Background: an optimization exercise with open tools, aiming at small area, a short achievable clock period and few clock cycles. Do not read the settings as production practice.
In this exercise RTL edits were held to simulation tests only and were not proved equivalent to the original.

==> 06-24 <==
==> flow/design.v <==
module txq_arbiter (
    input  wire        clk,
    input  wire        rst,           
    input  wire        cmd_valid,
    output wire        cmd_ready,
    input  wire [1:0]  cmd_op,        
    input  wire [28:0] cmd_canid,     
    input  wire [5:0]  cmd_count,     
    input  wire [15:0] cmd_tag,       
    input  wire [7:0]  cmd_arg,       
    output reg         rsp_valid,
    output reg  [7:0]  rsp_status,
    output reg  [7:0]  rsp_handle,
    output reg  [28:0] rsp_canid,
    output reg  [15:0] rsp_tag,
    output reg  [7:0]  rsp_next,
    output reg  [5:0]  rsp_count,
    output reg  [5:0]  rsp_size
);
    localparam N = 32;
    localparam [1:0] OP_CONFIG = 2'd0;
    localparam [1:0] OP_PUSH   = 2'd1;
    localparam [1:0] OP_PEEK   = 2'd2;
    localparam [1:0] OP_POP    = 2'd3;
    localparam [7:0] ST_OK        = 8'h00;
    localparam [7:0] ST_INVALID   = 8'h10;
    localparam [7:0] ST_QUEUEFULL = 8'h20;
    localparam [7:0] NONE = 8'hFF;
    reg [5:0]   cap;
    reg [5:0]   size;
    reg [N-1:0] used;                 
    reg [28:0]  cid  [0:N-1];
    reg [15:0]  tg   [0:N-1];
    reg [4:0]   nx   [0:N-1];         
    reg [N-1:0] bef  [0:N-1];         
    reg         busy;                 
    reg [5:0]   krem;                 
    reg        v_q;
    reg [1:0]  op_q;
    reg [28:0] canid_q;
    reg [5:0]  count_q;
    reg [15:0] tag_q;
    reg [7:0]  arg_q;
    wire [5:0] k      = count_q;
    wire [6:0] size_k = {1'b0, size} + {1'b0, k};
    wire       fits   = k != 6'd0 && size_k <= {1'b0, cap};
    wire       exec   = v_q && !busy;
    wire       start  = exec && op_q == OP_PUSH && fits;
    assign cmd_ready = !busy;
    always @(posedge clk) begin
        if (rst)
            v_q <= 1'b0;
        else if (cmd_ready)
            v_q <= cmd_valid;
        if (cmd_ready) begin
            op_q    <= cmd_op;
            canid_q <= cmd_canid;
            count_q <= cmd_count;
            tag_q   <= cmd_tag;
            arg_q   <= cmd_arg;
        end
    end
    wire [N-1:0] free = ~used;
    reg [N-1:0] a1, a2, a3;
    always @(*) begin : c_pfx
        integer i, j, w;
        for (i = 0; i < N; i = i + 1) begin
            a1[i] = (i == 0) ? 1'b0 : free[i-1];
            a2[i] = 1'b0;
            a3[i] = 1'b0;
        end
        for (w = 1; w < N; w = w * 2)
            for (i = 0; i < N; i = i + 1)
                if ((i / w) % 2 == 1) begin
                    j = (i / w) * w - 1;
                    a3[i] = a3[i] | a3[j] | (a2[i] & a1[j]) | (a1[i] & a2[j]);
                    a2[i] = a2[i] | a2[j] | (a1[i] & a1[j]);
                    a1[i] = a1[i] | a1[j];
                end
    end
    wire [N-1:0] l0 = free & ~a1;
    wire [N-1:0] l1 = free & a1 & ~a2;
    wire [N-1:0] l2 = free & a2 & ~a3;
    reg  [4:0]   h0, h1, h2;
    always @(*) begin : c_enc
        integer i;
        h0 = 5'd0; h1 = 5'd0; h2 = 5'd0;
        for (i = 0; i < N; i = i + 1) begin
            h0 = h0 | ({5{l0[i]}} & i[4:0]);
            h1 = h1 | ({5{l1[i]}} & i[4:0]);
            h2 = h2 | ({5{l2[i]}} & i[4:0]);
        end
    end
    wire       batch = start || busy;
    wire [5:0] r     = busy ? krem : k;
    wire [N-1:0] take = l0 | (r >= 6'd2 ? l1 : {N{1'b0}});
    function automatic gt_f(input [28:0] a, input [28:0] b);
        reg [31:0] gg, pp;
        integer x, y;
        begin
            gg = 32'd0;
            pp = {32{1'b1}};
            for (x = 0; x < 29; x = x + 1) begin
                gg[x] = a[x] & ~b[x];
                pp[x] = a[x] | ~b[x];
            end
            for (y = 1; y < 32; y = y * 2)
                for (x = 0; x + y < 32; x = x + 2 * y) begin
                    gg[x] = gg[x+y] | (pp[x+y] & gg[x]);
                    pp[x] = pp[x+y] & pp[x];
                end
            gt_f = gg[0];
        end
    endfunction
    reg [N-1:0] gt;                   
    always @(*) begin : c_gt
        integer i;
        for (i = 0; i < N; i = i + 1)
            gt[i] = free[i] || gt_f(cid[i], canid_q);
    end
    reg [N-1:0] head;
    always @(*) begin : c_head
        integer i, j;
        for (i = 0; i < N; i = i + 1) begin
            head[i] = used[i];
            for (j = 0; j < N; j = j + 1)
                if (j < i && used[j] && bef[j][i])
                    head[i] = 1'b0;
                else if (j > i && used[j] && !bef[i][j])
                    head[i] = 1'b0;
        end
    end
    wire        arg_none = arg_q == NONE;
    wire        use_head = op_q == OP_PEEK || arg_none;
    reg [N-1:0] sel;
    reg [4:0]   sel_h, sel_nx;
    reg [28:0]  sel_id;
    reg [15:0]  sel_tag;
    always @(*) begin : c_sel
        integer i;
        sel_h = 5'd0; sel_nx = 5'd0; sel_id = 29'd0; sel_tag = 16'd0;
        for (i = 0; i < N; i = i + 1) begin
            sel[i]  = use_head ? head[i] : (used[i] && arg_q == i);
            sel_h   = sel_h   | ({5{sel[i]}}  & i[4:0]);
            sel_nx  = sel_nx  | ({5{sel[i]}}  & nx[i]);
            sel_id  = sel_id  | ({29{sel[i]}} & cid[i]);
            sel_tag = sel_tag | ({16{sel[i]}} & tg[i]);
        end
    end
    wire found  = |sel;
    wire pop_ok = exec && op_q == OP_POP && found;
    wire [N-1:0] fz = busy ? {N{1'b0}} : free;
    genvar g, h;
    generate
        for (g = 0; g < N; g = g + 1) begin : slot
            always @(posedge clk) begin
                if (fz[g]) begin
                    cid[g] <= canid_q;
                    tg[g]  <= tag_q;
                end
                if (free[g]) begin
                    if (!a1[g])
                        nx[g] <= r == 6'd1 ? g[4:0] : h1;
                    else
                        nx[g] <= r == 6'd2 ? g[4:0] : h2;
                end
            end
            for (h = g + 1; h < N; h = h + 1) begin : pair
                always @(posedge clk)
                    if (fz[g] || fz[h])
                        bef[g][h] <= fz[g] ? gt[h] : !gt[g];
            end
        end
    endgenerate
    always @(posedge clk) begin
        if (rst) begin
            used <= {N{1'b0}};
            busy <= 1'b0;
        end else begin
            if (batch)  used <= used | take;
            if (pop_ok) used <= used & ~sel;
            busy <= batch && r > 6'd2;
        end
        krem <= r - 6'd2;
    end
    always @(posedge clk) begin
        if (rst) begin
            cap       <= 6'd0;
            size      <= 6'd0;
            rsp_valid <= 1'b0;
        end else begin
            rsp_valid <= exec;
            if (exec && op_q == OP_CONFIG && arg_q <= N)
                cap <= arg_q[5:0];
            if (start)
                size <= size_k[5:0];
            else if (pop_ok)
                size <= size - 6'd1;
        end
        rsp_status <= ST_OK;
        case (op_q)
        OP_CONFIG: if (arg_q > N) rsp_status <= ST_INVALID;
        OP_PUSH:   if (k == 6'd0) rsp_status <= ST_INVALID;
                   else if (!fits) rsp_status <= ST_QUEUEFULL;
        OP_POP:    if (!found && !arg_none) rsp_status <= ST_INVALID;
        default:   ;
        endcase
        rsp_handle <= (op_q == OP_PUSH && fits) ? {3'b000, h0} :
                      (op_q[1] && found) ? {3'b000, sel_h} : NONE;
        rsp_canid  <= op_q[1] ? sel_id  : 29'd0;
        rsp_tag    <= op_q[1] ? sel_tag : 16'd0;
        rsp_next   <= (op_q[1] && found && sel_nx != sel_h) ? {3'b000, sel_nx} : NONE;
        rsp_count  <= (op_q == OP_PUSH && fits) ? k : 6'd0;
        rsp_size   <= start ? size_k[5:0] : pop_ok ? size - 6'd1 : size;
    end
endmodule
==> flow/run.sh <==
#!/bin/bash
# synth_recipe.tcl (not shown) runs the flow's synth.tcl, then flattens the netlist and writes it again
# the make line also repeats each setting of config.mk as NAME=value (left out here)
make -C /OpenROAD-flow-scripts/flow DESIGN_CONFIG=/design/flow/config.mk WORK_HOME=/design/flow/orfs CLKGATE_MAP_FILE= SYNTH_SCRIPT=/design/flow/synth_recipe.tcl finish
==> flow/config.mk <==
export PLATFORM = sky130hd
export DESIGN_NAME = txq_arbiter
export DESIGN_NICKNAME = txq_arbiter
export VERILOG_FILES = /design/flow/design.v
export SDC_FILE = /design/flow/constraint.sdc
export NUM_CORES = 4
export LEC_CHECK = 0
export CAP_MARGIN = 20
export CORE_MARGIN = 2
export CORE_UTILIZATION = 40
export SLEW_MARGIN = 20
==> flow/constraint.sdc <==
create_clock -name core_clock -period 8.0 [get_ports {clk}]
set_input_delay 1.6000 -clock core_clock [delete_from_list [all_inputs] [get_ports {clk}]]
set_output_delay 1.6000 -clock core_clock [all_outputs]
set_load 0.01 [all_outputs]
==> 11-03: changes against 06-24 <==
==> flow/design.v, changed modules only <==
module txq_arbiter (
    input  wire        clk,
    input  wire        rst,           
    input  wire        cmd_valid,
    output wire        cmd_ready,
    input  wire [1:0]  cmd_op,        
    input  wire [28:0] cmd_canid,     
    input  wire [5:0]  cmd_count,     
    input  wire [15:0] cmd_tag,       
    input  wire [7:0]  cmd_arg,       
    output reg         rsp_valid,
    output reg  [7:0]  rsp_status,
    output reg  [7:0]  rsp_handle,
    output reg  [28:0] rsp_canid,
    output reg  [15:0] rsp_tag,
    output reg  [7:0]  rsp_next,
    output reg  [5:0]  rsp_count,
    output reg  [5:0]  rsp_size
);
    localparam N = 32;
    localparam [1:0] OP_CONFIG = 2'd0;
    localparam [1:0] OP_PUSH   = 2'd1;
    localparam [1:0] OP_PEEK   = 2'd2;
    localparam [1:0] OP_POP    = 2'd3;
    localparam [7:0] ST_OK        = 8'h00;
    localparam [7:0] ST_INVALID   = 8'h10;
    localparam [7:0] ST_QUEUEFULL = 8'h20;
    localparam [7:0] NONE = 8'hFF;
    reg [5:0]   size;
    reg [6:0]   room;                 
    reg [N-1:0] used;                 
    reg [28:0]  cid  [0:N-1];
    reg [15:0]  tg   [0:N-1];
    reg [4:0]   nx   [0:N-1];         
    reg [N-1:0] bef  [0:N-1];         
    reg [N-1:0] head;                 
    reg         busy;                 
    reg [5:0]   krem;                 
    reg        v_q;
    reg [1:0]  op_q;
    reg [28:0] canid_q;
    reg [5:0]  count_q;
    reg [15:0] tag_q;
    reg [7:0]  arg_q;
    function automatic le6_f(input [5:0] a, input [5:0] b);
        reg [7:0] gg, pp;
        integer x, y;
        begin
            gg = 8'd0;
            pp = 8'hFF;
            for (x = 0; x < 6; x = x + 1) begin
                gg[x] = a[x] & ~b[x];
                pp[x] = a[x] | ~b[x];
            end
            for (y = 1; y < 8; y = y * 2)
                for (x = 0; x + y < 8; x = x + 2 * y) begin
                    gg[x] = gg[x+y] | (pp[x+y] & gg[x]);
                    pp[x] = pp[x+y] & pp[x];
                end
            le6_f = ~gg[0];
        end
    endfunction
    wire [5:0] k      = count_q;
    wire [6:0] size_k = {1'b0, size} + {1'b0, k};
    wire       fits   = k != 6'd0 && !room[6] && le6_f(k, room[5:0]);
    wire       exec   = v_q && !busy;
    wire       start  = exec && op_q == OP_PUSH && fits;
    assign cmd_ready = !busy;
    always @(posedge clk) begin
        if (rst)
            v_q <= 1'b0;
        else if (cmd_ready)
            v_q <= cmd_valid;
        if (cmd_ready) begin
            op_q    <= cmd_op;
            canid_q <= cmd_canid;
            count_q <= cmd_count;
            tag_q   <= cmd_tag;
            arg_q   <= cmd_arg;
        end
    end
    wire [N-1:0] free = ~used;
    reg [N-1:0] a1, a2, a3;
    always @(*) begin : c_pfx
        integer i, j, w;
        for (i = 0; i < N; i = i + 1) begin
            a1[i] = (i == 0) ? 1'b0 : free[i-1];
            a2[i] = 1'b0;
            a3[i] = 1'b0;
        end
        for (w = 1; w < N; w = w * 2)
            for (i = 0; i < N; i = i + 1)
                if ((i / w) % 2 == 1) begin
                    j = (i / w) * w - 1;
                    a3[i] = a3[i] | a3[j] | (a2[i] & a1[j]) | (a1[i] & a2[j]);
                    a2[i] = a2[i] | a2[j] | (a1[i] & a1[j]);
                    a1[i] = a1[i] | a1[j];
                end
    end
    wire [N-1:0] l0 = free & ~a1;
    wire [N-1:0] l1 = free & a1 & ~a2;
    wire [N-1:0] l2 = free & a2 & ~a3;
    reg  [4:0]   h0, h1, h2;
    always @(*) begin : c_enc
        integer i;
        h0 = 5'd0; h1 = 5'd0; h2 = 5'd0;
        for (i = 0; i < N; i = i + 1) begin
            h0 = h0 | ({5{l0[i]}} & i[4:0]);
            h1 = h1 | ({5{l1[i]}} & i[4:0]);
            h2 = h2 | ({5{l2[i]}} & i[4:0]);
        end
    end
    wire       batch = start || busy;
    wire [5:0] r     = busy ? krem : k;
    wire [N-1:0] take = l0 | (r >= 6'd2 ? l1 : {N{1'b0}});
    function automatic gt_f(input [28:0] a, input [28:0] b);
        reg [31:0] gg, pp;
        integer x, y;
        begin
            gg = 32'd0;
            pp = {32{1'b1}};
            for (x = 0; x < 29; x = x + 1) begin
                gg[x] = a[x] & ~b[x];
                pp[x] = a[x] | ~b[x];
            end
            for (y = 1; y < 32; y = y * 2)
                for (x = 0; x + y < 32; x = x + 2 * y) begin
                    gg[x] = gg[x+y] | (pp[x+y] & gg[x]);
                    pp[x] = pp[x+y] & pp[x];
                end
            gt_f = gg[0];
        end
    endfunction
    reg [N-1:0] gt;                   
    always @(*) begin : c_gt
        integer i;
        for (i = 0; i < N; i = i + 1)
            gt[i] = free[i] || gt_f(cid[i], canid_q);
    end
    wire [N-1:0] rest = used & ~head;
    reg  [N-1:0] second;
    always @(*) begin : c_second
        integer i, j;
        for (i = 0; i < N; i = i + 1) begin
            second[i] = rest[i];
            for (j = 0; j < N; j = j + 1)
                if (j < i && rest[j] && bef[j][i])
                    second[i] = 1'b0;
                else if (j > i && rest[j] && !bef[i][j])
                    second[i] = 1'b0;
        end
    end
    wire nole = &gt;
    wire        arg_none = arg_q == NONE;
    wire        use_head = op_q == OP_PEEK || arg_none;
    reg [N-1:0] sel;
    reg [4:0]   sel_h, sel_nx;
    reg [28:0]  sel_id;
    reg [15:0]  sel_tag;
    always @(*) begin : c_sel
        integer i;
        sel_h = 5'd0; sel_nx = 5'd0; sel_id = 29'd0; sel_tag = 16'd0;
        for (i = 0; i < N; i = i + 1) begin
            sel[i]  = use_head ? head[i] : (used[i] && arg_q == i);
            sel_h   = sel_h   | ({5{sel[i]}}  & i[4:0]);
            sel_nx  = sel_nx  | ({5{sel[i]}}  & nx[i]);
            sel_id  = sel_id  | ({29{sel[i]}} & cid[i]);
            sel_tag = sel_tag | ({16{sel[i]}} & tg[i]);
        end
    end
    wire found  = |sel;
    wire pop_ok = exec && op_q == OP_POP && found;
    wire pop_head = pop_ok && |(sel & head);
    wire [N-1:0] fz = busy ? {N{1'b0}} : free;
    genvar g, h;
    generate
        for (g = 0; g < N; g = g + 1) begin : slot
            always @(posedge clk) begin
                if (fz[g]) begin
                    cid[g] <= canid_q;
                    tg[g]  <= tag_q;
                end
                if (free[g]) begin
                    if (!a1[g])
                        nx[g] <= r == 6'd1 ? g[4:0] : h1;
                    else
                        nx[g] <= r == 6'd2 ? g[4:0] : h2;
                end
            end
            for (h = g + 1; h < N; h = h + 1) begin : pair
                always @(posedge clk)
                    if (fz[g] || fz[h])
                        bef[g][h] <= fz[g] ? gt[h] : !gt[g];
            end
        end
    endgenerate
    always @(posedge clk) begin
        if (rst) begin
            used <= {N{1'b0}};
            head <= {N{1'b0}};
            busy <= 1'b0;
        end else begin
            if (start && nole) head <= l0;
            if (pop_head)      head <= second;
            if (batch)  used <= used | take;
            if (pop_ok) used <= used & ~sel;
            busy <= batch && r > 6'd2;
        end
        krem <= r - 6'd2;
    end
    always @(posedge clk) begin
        if (rst) begin
            room      <= 7'd0;
            size      <= 6'd0;
            rsp_valid <= 1'b0;
        end else begin
            rsp_valid <= exec;
            if (exec && op_q == OP_CONFIG && arg_q <= N)
                room <= {1'b0, arg_q[5:0]} - {1'b0, size};
            if (start) begin
                size <= size_k[5:0];
                room <= room - {1'b0, k};
            end else if (pop_ok) begin
                size <= size - 6'd1;
                room <= room + 7'd1;
            end
        end
        rsp_status <= ST_OK;
        case (op_q)
        OP_CONFIG: if (arg_q > N) rsp_status <= ST_INVALID;
        OP_PUSH:   if (k == 6'd0) rsp_status <= ST_INVALID;
                   else if (!fits) rsp_status <= ST_QUEUEFULL;
        OP_POP:    if (!found && !arg_none) rsp_status <= ST_INVALID;
        default:   ;
        endcase
        rsp_handle <= (op_q == OP_PUSH && fits) ? {3'b000, h0} :
                      (op_q[1] && found) ? {3'b000, sel_h} : NONE;
        rsp_canid  <= op_q[1] ? sel_id  : 29'd0;
        rsp_tag    <= op_q[1] ? sel_tag : 16'd0;
        rsp_next   <= (op_q[1] && found && sel_nx != sel_h) ? {3'b000, sel_nx} : NONE;
        rsp_count  <= (op_q == OP_PUSH && fits) ? k : 6'd0;
        rsp_size   <= start ? size_k[5:0] : pop_ok ? size - 6'd1 : size;
    end
endmodule
Settings changed: SETUP_SLACK_MARGIN set to 3.0.
==> comparison <==
In 11-03 the global-route usage is lower than in 06-24, by 4.6 points. Against 11-03, the register-to-register slack of 06-24 is worse by 1.2 ns. Area after synthesis is about the same in 11-03 and 06-24. Of 06-24 and 11-03, 06-24 has the higher clock skew (gap 0.0011 ns).
Testbench counts of 06-24, summed over its fixed seeds: cycles 33,593.
Testbench counts of 11-03, summed over its fixed seeds: cycles 33,593.

-- static timing again, ports no longer ideal --
Ports are ideal in the flow. The routed layouts listed here were re-timed in OpenROAD. Step 1: set_driving_cell puts a clkbuf_16 on clk and a buf_2 on each other input, an assumption about the parent block. Step 2, shift: input delay + t, output delay - t, t = (earliest + latest rising clock arrival at the registers) / 2. This alone moves slack from input paths to output paths. Three values: ideal, step 1, step 2; two values: the first two.
run	t (ns)	setup WS [ns]	worst setup path at the end	worst slew at a driven data input, ns
06-24	1.038	1.576 / 1.576 / 1.576	register to register	0.07
11-03	1.037	2.739 / 2.739 / 2.739	register to register	0.07
After both steps setup and hold are still met in every run listed.
